Background: an optimization exercise with open tools, aiming at small area. Do not read the settings as production practice. In this exercise RTL edits were held to simulation tests only and were not proved equivalent to the original. No activity file was given, so power comes from the tool's default toggle rates.

## sierra
Design pelcod_packer, start of the top module:
module pelcod_packer #(
    parameter RAW_MAX = 8
) (
    input  wire       clk,
    input  wire       rst,              
    input  wire [7:0] addr_i,           
    input  wire       sink_present_i,
    input  wire       cmd_valid,
    output wire       cmd_ready,
    input  wire [4:0] cmd_op,
    input  wire [31:0] cmd_arg,
    input  wire       raw_valid,
    output wire       raw_ready,
    input  wire [7:0] raw_data,
    input  wire       raw_last,
    input  wire       raw_none,
    output wire       snk_valid,
    input  wire       snk_ready,
    output wire [7:0] snk_data,
    output wire       snk_first,
    output wire       snk_last,
    output wire       snk_empty,
    input  wire       snk_done,
    input  wire       snk_fail,
    input  wire [7:0] snk_err,
    output wire       st_valid,
    output wire [2:0] st_code,
    output wire [7:0] st_err
);
==> flow/config.mk <==
export PLATFORM = sky130hd
export DESIGN_NAME = pelcod_packer
export DESIGN_NICKNAME = pelcod_packer
export VERILOG_FILES = /design/flow/design.v
export SDC_FILE = /design/flow/constraint.sdc
export NUM_CORES = 4
export LEC_CHECK = 0
export ABC_AREA = 1
export CAP_MARGIN = 20
export CORE_MARGIN = 2
export CORE_UTILIZATION = 50
export SLEW_MARGIN = 20
==> flow/constraint.sdc <==
create_clock -name core_clock -period 25.0 [get_ports {clk}]
set_input_delay 5.0000 -clock core_clock [delete_from_list [all_inputs] [get_ports {clk}]]
set_output_delay 5.0000 -clock core_clock [all_outputs]
set_load 0.01 [all_outputs]
standard.sh (not shown) runs the stock make flow with config.mk's settings and CLKGATE_MAP_FILE= SYNTH_SCRIPT=/design/flow/synth_recipe.tcl, a recipe that flattens the netlist after the stock synthesis.
==> flow/flow/run.sh <==
#!/bin/bash
# Layout flow: the standard flow (standard.sh) with three changes.
#  1. Synthesis: the standard synthesis script, but ORFS's scripts are
#     taken from a copy in which the adder extraction (extract_fa and the
#     adder techmap) and the Kogge-Stone carry-lookahead map are left out,
#     and ABC maps with flow/abc_area.script. Registers are untouched:
#     they are mapped by the same dfflibmap before ABC runs.
#  2. Port buffers use sky130_fd_sc_hd__buf_1.
#  3. The clock tree is built from clkbuf_8 without dummy loads.
# Each step's output goes to a log file of its own in this folder.
set -euo pipefail
here=$(pwd)
rm -rf "$here/scripts_mod"
cp -r "$FLOW_HOME/scripts" "$here/scripts_mod"
cp "$here/flow/abc_area.script" "$here/scripts_mod/abc_area.script"
cp "$here/flow/abc_area.script" "$here/scripts_mod/abc_speed.script"
sed -i 's|"-extra-map $::env(FLOW_HOME)/platforms/common/lcu_kogge_stone.v"|""|' "$here/scripts_mod/synth.tcl"
sed -i 's|^\(\s*\)extract_fa |\1#extract_fa |; s|^\(\s*\)techmap -map $::env(ADDER_MAP_FILE)|\1#techmap -map $::env(ADDER_MAP_FILE)|' "$here/scripts_mod/synth.tcl"
grep -q '#extract_fa' "$here/scripts_mod/synth.tcl"
SCRIPTS_DIR="$here/scripts_mod" bash standard.sh synth > "$here/log_synth.txt" 2>&1
export BUFFER_PORTS_ARGS="-buffer_cell sky130_fd_sc_hd__buf_1"
export CTS_ARGS="-repair_clock_nets -buf_list sky130_fd_sc_hd__clkbuf_8 -dont_use_dummy_load"
bash standard.sh > "$here/log_layout.txt" 2>&1
==> flow/flow/abc_area.script <==
strash
&get -n
&fraig -x
&put
scorr
dc2
strash
&get -n
&deepsyn -T 30
&put
strash
&get -n
&dch -f
&nf -R 1000
&put
topo
sierra finished end to end and its layout was clean on timing, DRC and antenna.
Modified inputs, pepper compared to sierra
-- flow/flow/run.sh --
<<< sierra, line 21
export BUFFER_PORTS_ARGS="-buffer_cell sky130_fd_sc_hd__buf_1"
export CTS_ARGS="-repair_clock_nets -buf_list sky130_fd_sc_hd__clkbuf_8 -dont_use_dummy_load"
bash standard.sh > "$here/log_layout.txt" 2>&1
>>> pepper, line 21
export BUFFER_PORTS_ARGS="-buffer_cell sky130_fd_sc_hd__buf_1"
export CTS_ARGS="-sink_clustering_enable -repair_clock_nets -buf_list sky130_fd_sc_hd__clkbuf_8 -dont_use_dummy_load"
bash standard.sh > "$here/log_layout.txt" 2>&1
Findings:
- pepper did not stop at any stage, and its layout met the timing, design-rule and antenna checks.
- For total wire length, pepper and sierra come out practically identical.
- Diff sierra -> pepper: cell area was more or less identical, worst slack on hold paths held, placed cell area about even, power after layout ~0 delta.
- From pepper to sierra, maximum clock rate did not move at all.

[what the ideal ports hide]
How much do the figures lean on ideal ports? The routed layouts below were timed once more, with nothing changed but the port constraints. Step 1: set_driving_cell puts a clkbuf_16 on clk and a buf_2 on each other input, an assumption about the parent block. Step 2 adds t to the input delays and takes it off the output delays; t is the mean of the earliest and latest rising clock arrival at the registers after step 1. Input paths then give back, and output paths get back, about the clock's delay inside the block. a / b / c = ideal / step 1 / step 2; a / b = the first two.
run	shift t [ns]	setup WS [ns]	hold slack, ns	worst setup path after step 2	worst register clock-pin slew, ns
sierra	0.413	16.576 / 16.538 / 16.841	0.409 / 0.409 / 0.409	input to register	0.10 / 0.10
pepper	0.413	16.576 / 16.538 / 16.841	0.409 / 0.409 / 0.409	input to register	0.10 / 0.10
After both steps setup and hold are still met in every run listed.
